Context: an optimization exercise on an open-source flow, tuned for small area. The choices shown serve that exercise and are no tape-out recipe.
Function was checked by simulation only, so behaviour that the tests miss may differ from the original.
No activity file was given, so power comes from the tool's default toggle rates.

==> build 11 <==
==> flow/design.v (excerpt) <==
module ppwm (
    input             clk,
    input             rst,           
    input             tick,          
    input             bus_valid,
    input             bus_write,
    input      [1:0]  bus_size,      
    input      [11:0] bus_addr,
    input      [31:0] bus_wdata,
    output reg        bus_rvalid,
    output reg [31:0] bus_rdata,
    output reg        bus_fault,
    output            port_en,
    output            port_we,
    output     [7:0]  port_addr,
    output     [7:0]  port_wdata,
    input      [7:0]  port_rdata
);
export LEC_CHECK = 0
export CAP_MARGIN = 20
export CORE_MARGIN = 2
export CORE_UTILIZATION = 65
export CTS_BUF_LIST = sky130_fd_sc_hd__clkbuf_8
export CTS_CLUSTER_DIAMETER = 60
export CTS_CLUSTER_SIZE = 14
export PLACE_DENSITY = 0.75
export SLEW_MARGIN = 20
create_clock -name core_clock -period 12.0 [get_ports {clk}]
run.sh (not shown) runs the stock make flow with config.mk's settings and CLKGATE_MAP_FILE= SYNTH_SCRIPT=/design/flow/synth_recipe.tcl, a recipe that flattens the netlist after the stock synthesis.
==> inputs of build 4, as changes to build 11 <==
--- a/flow/design.v
+++ b/flow/design.v
@@ -454,44 +454,23 @@
     wire [10:0] c_line   [0:N_PWM-1];
     wire [31:0] c_parg   [0:N_PWM-1];
     wire [10:0] c_sline  [0:N_PWM-1];
     wire [31:0] c_sp     [0:N_PWM-1];
     wire [31:0] c_son    [0:N_PWM-1];
     wire [31:0] c_cnt    [0:N_PWM-1];
     wire [N_PWM-1:0] c_fresh;
-    wire [N_PWM-1:0] chs = 4'd1 << ch;
-    reg  [1:0]  h_state;
-    reg         h_spend, h_cfgv, h_pset, h_out;
-    reg  [2:0]  h_err;
-    reg  [14:0] h_duty_r;
-    reg  [31:0] h_period_r, h_parg_r;
-    reg  [10:0] h_line_r;
-    integer q;
-    always @(*) begin
-        h_state = 0; h_spend = 0; h_cfgv = 0; h_pset = 0; h_out = 0; h_err = 0;
-        h_duty_r = 0; h_period_r = 0; h_parg_r = 0; h_line_r = 0;
-        for (q = 0; q < N_PWM; q = q + 1) begin
-            h_state    = h_state    | (c_state[q]  & {2{chs[q]}});
-            h_spend    = h_spend    | (c_spend[q]  & chs[q]);
-            h_cfgv     = h_cfgv     | (c_cfgv[q]   & chs[q]);
-            h_pset     = h_pset     | (c_pset[q]   & chs[q]);
-            h_out      = h_out      | (c_out[q]    & chs[q]);
-            h_err      = h_err      | (c_err[q]    & {3{chs[q]}});
-            h_duty_r   = h_duty_r   | (c_duty[q]   & {15{chs[q] & c_cfgv[q]}});
-            h_period_r = h_period_r | (c_period[q] & {32{chs[q] & c_cfgv[q]}});
-            h_parg_r   = h_parg_r   | (c_parg[q]   & {32{chs[q] & c_pset[q]}});
-            h_line_r   = h_line_r   | (c_line[q]   & {11{chs[q] & c_cfgv[q]}});
-        end
-    end
-    wire [14:0] h_duty   = h_duty_r;
-    wire [31:0] h_period = h_cfgv ? h_period_r : PERIOD_DEFAULT;
-    wire [10:0] h_line   = h_line_r;
-    wire [31:0] h_parg   = h_pset ? h_parg_r : PERIOD_DEFAULT;
-    wire [31:0] h_status = {21'd0, h_err, 1'b0, h_state == ST_PAU, h_state == ST_RUN,
-                            h_out, h_cfgv, h_spend, h_state};
+    wire [1:0]  h_state  = c_state[ch];
+    wire        h_spend  = c_spend[ch];
+    wire        h_cfgv   = c_cfgv[ch];
+    wire [14:0] h_duty   = h_cfgv ? c_duty[ch] : 15'd0;
+    wire [31:0] h_period = h_cfgv ? c_period[ch] : PERIOD_DEFAULT;
+    wire [10:0] h_line   = h_cfgv ? c_line[ch] : 11'd0;
+    wire [31:0] h_parg   = c_pset[ch] ? c_parg[ch] : PERIOD_DEFAULT;
+    wire [31:0] h_status = {21'd0, c_err[ch], 1'b0, h_state == ST_PAU, h_state == ST_RUN,
+                            c_out[ch], h_cfgv, h_spend, h_state};
     wire        h_active = (h_state == ST_RUN) || (h_state == ST_PAU);
     wire [3:0]  op    = bus_wdata[3:0];
     wire [15:0] w_d   = bus_wdata[31:16];
     wire [11:0] w_l   = bus_wdata[15:4];
     wire is_init   = (op == 4'h1);
     wire is_setd   = (op == 4'h2) && (bus_wdata[15:4] == 12'd0);
     wire is_setl   = (op == 4'h3) && (bus_wdata[31:16] == 16'd0);
==> flow/config.mk (replaced) <==
export PLATFORM = sky130hd
export DESIGN_NAME = ppwm
export DESIGN_NICKNAME = ppwm
export VERILOG_FILES = /design/flow/design.v
export SDC_FILE = /design/flow/constraint.sdc
export NUM_CORES = 4
export LEC_CHECK = 0
export CAP_MARGIN = 20
export CORE_MARGIN = 2
export CORE_UTILIZATION = 65
export CTS_BUF_LIST = sky130_fd_sc_hd__clkbuf_8
export CTS_CLUSTER_DIAMETER = 70
export CTS_CLUSTER_SIZE = 16
export PLACE_DENSITY = 0.75
export SLEW_MARGIN = 20
==> inputs of build 83, as changes to build 11 <==
==> flow/config.mk (replaced) <==
export PLATFORM = sky130hd
export DESIGN_NAME = ppwm
export DESIGN_NICKNAME = ppwm
export VERILOG_FILES = /design/flow/design.v
export SDC_FILE = /design/flow/constraint.sdc
export NUM_CORES = 4
export LEC_CHECK = 0
export CAP_MARGIN = 20
export CORE_MARGIN = 2
export CORE_UTILIZATION = 65
export CTS_BUF_LIST = sky130_fd_sc_hd__clkbuf_8
export CTS_CLUSTER_DIAMETER = 70
export CTS_CLUSTER_SIZE = 16
export PLACE_DENSITY = 0.75
export SLEW_MARGIN = 20
==> run summary <==
| Quantity | Value |
| --- | --- |
| Total via count in the routed design | 86,312 |
| Part of the power in registers | 0.564 |
| Run status | no timing/DRC/antenna violations |
| Fraction of the core area covered by cells at the end of the flow | 0.703 |
| Max Fanout on Critical Path | 11 |
| Compound-gate portion of the synthesized area | 0.112 |
| Power consumed by the clock network | 4.92 mW |
| Source-to-sink clock delay at the later pin of the worst-skew pair | 1110 ps |
Source of the figures above: build 4

==> run summary <==
| Quantity | Value |
| --- | --- |
| Run status | failed layout checks |
| Layout violations | antenna rules |
| Total via count in the routed design | 87,539 |
| Remaining number of nets flagged by the antenna check after routing | 2 |
| Power consumed by the clock network | 4.86 mW |
| Max Fanout on Critical Path | 9 |
| Fraction of the core area covered by cells at the end of the flow | 0.700 |
| Compound-gate portion of the synthesized area | 0.123 |
Source of the figures above: build 83

==> run summary <==
| Quantity | Value |
| --- | --- |
| Routing usage on met3 | 0.147 |
| Maximum VDD drop | 0.122 mV |
| Max clock buf depth | 3 |
| Run status | no timing/DRC/antenna violations |
| Part of the power in registers | 0.644 |
| Power consumed by the clock network | 5.22 mW |
| Total leakage power | 44.5 nW |
| Non-clock inverter instance count of the final layout | 441 |
| Max Fanout on Critical Path | 9 |
| Source-to-sink clock delay at the later pin of the worst-skew pair | 1130 ps |
| Compound-gate portion of the synthesized area | 0.123 |
| Total via count in the routed design | 88,148 |
Source of the figures above: build 11


---

==> job 3693: inputs <==
ppwm with an RTL version that a note above also has.
make LEC_CHECK=0 CAP_MARGIN=20 CORE_MARGIN=2 CORE_UTILIZATION=50 CTS_BUF_LIST=sky130_fd_sc_hd__clkbuf_16 CTS_CLUSTER_DIAMETER=80 CTS_CLUSTER_SIZE=20 SLEW_MARGIN=20 finish   # period 12.0 ns
==> job 7692 (differences from job 3693) <==
CORE_UTILIZATION = 65   (was 50)
CTS_BUF_LIST = sky130_fd_sc_hd__clkbuf_8   (was sky130_fd_sc_hd__clkbuf_16)
CTS_CLUSTER_DIAMETER = 60   (was 80)
CTS_CLUSTER_SIZE = 14   (was 20)
PLACE_DENSITY = 0.75   (was not set)
==> notes <==
Area after synthesis is the same in job 3693 and job 7692.
In sequential power, job 3693 and job 7692 hardly differ.
Between job 3693 and job 7692, the lower non-clock buffer count is in job 3693 (gap 15).
Power: job 3693 is higher than job 7692 (3.6%).
Clock power: job 3693 is larger than job 7692 (17%).
Against job 7692, the final cell count of job 3693 is larger by about 5.4%.
In job 3693 the count of clock-buffer cells in the layout is lower than in job 7692, by 65.
Against job 3693, the combinational power of job 7692 is larger by about 2%.
Global-route usage: job 3693 is lower than job 7692 (8.9 points).
In flip-flop and latch count, job 3693 and job 7692 do not differ.
==> figures <==
item                                                                                                      job 3693                           job 7692
Min-delay src                                                                     g_ch[1].u_ch.period[4]$_DFFE_PP_  g_ch[2].u_ch.period[10]$_DFFE_PP_
Result of the run                                                                 no timing/DRC/antenna violations   no timing/DRC/antenna violations
Highest fanout seen on the critical path                                                                        14                                 11
Avg Vias per Cell                                                                                             6.82                               7.35
Taps Inserted                                                                                                 3384                               2640
Share of final layout cell area taken by non-clock buffers                                                  0.0291                             0.0300
Met3 Wirelength                                                                                            48.3 mm                            61.6 mm
Worst setup endpoint                                                               g_ch[3].u_ch.s_on[29]$_DFFE_PP_    g_ch[1].u_ch.s_on[29]$_DFFE_PP_
Clock distribution power                                                                                   6.19 mW                            5.27 mW
TritonCTS Buffers                                                                                              175                                240
Total iterations of the first detailed-routing run                                                               9                                 10
Routing usage on met1                                                                                        0.446                              0.543
# diodes                                                                                                        20                                 27
Minimum setup slack in the final design                                                                    1.04 ns                            1.23 ns
Final worst clock skew                                                                                   0.0569 ns                          0.0947 ns
Clock input transition at the sequential cells of the worst setup and hold paths                           0.08 ns                            0.09 ns
P_int                                                                                                      16.2 mW                            15.4 mW
Ratio of cells with drive above 1 in the final layout                                                       0.0957                              0.103
Pin count of the biggest net entering global routing                                                           193                                120
Peak per-stage delay on the critical path                                                                  0.71 ns                            0.70 ns
Source-to-sink clock delay at the later pin of the worst-skew pair                                         0.86 ns                            1.14 ns
Initial antenna violation count                                                                                 45                                 32

-- what the ideal ports hide --
The results above use ideal ports. As a check the final layouts listed here were re-extracted and re-timed, cells and wires unchanged. Step 1 assumes that a clkbuf_16 drives the clock port and a buf_2 every other input. Step 2 adds t to the input delays and takes it off the output delays; t is the mean of the earliest and latest rising clock arrival at the registers after step 1. Input paths then give back, and output paths get back, about the clock's delay inside the block. Three values: no drivers, after step 1, after step 2; two values: the first two.
run | shift t [ns] | slack for setup (ns) | hold slack, ns
build 11 | 1.171 | 1.052 / 1.016 / -0.155 | 0.406 / 0.406 / 0.406
build 4 | 1.159 | 1.258 / 1.225 / 0.066 | 0.408 / 0.408 / 0.408
build 83 | 1.155 | 1.080 / 1.063 / -0.093 | 0.407 / 0.407 / 0.407
job 3693 | 0.944 | 1.039 / 0.979 / 0.035 | 0.445 / 0.445 / 0.445
job 7692 | 1.193 | 1.230 / 1.211 / 0.018 | 0.418 / 0.418 / 0.418
For job 7692, which loses most, drivers alone change the setup slack by -0.019 ns; drivers and shift together by -1.212 ns.
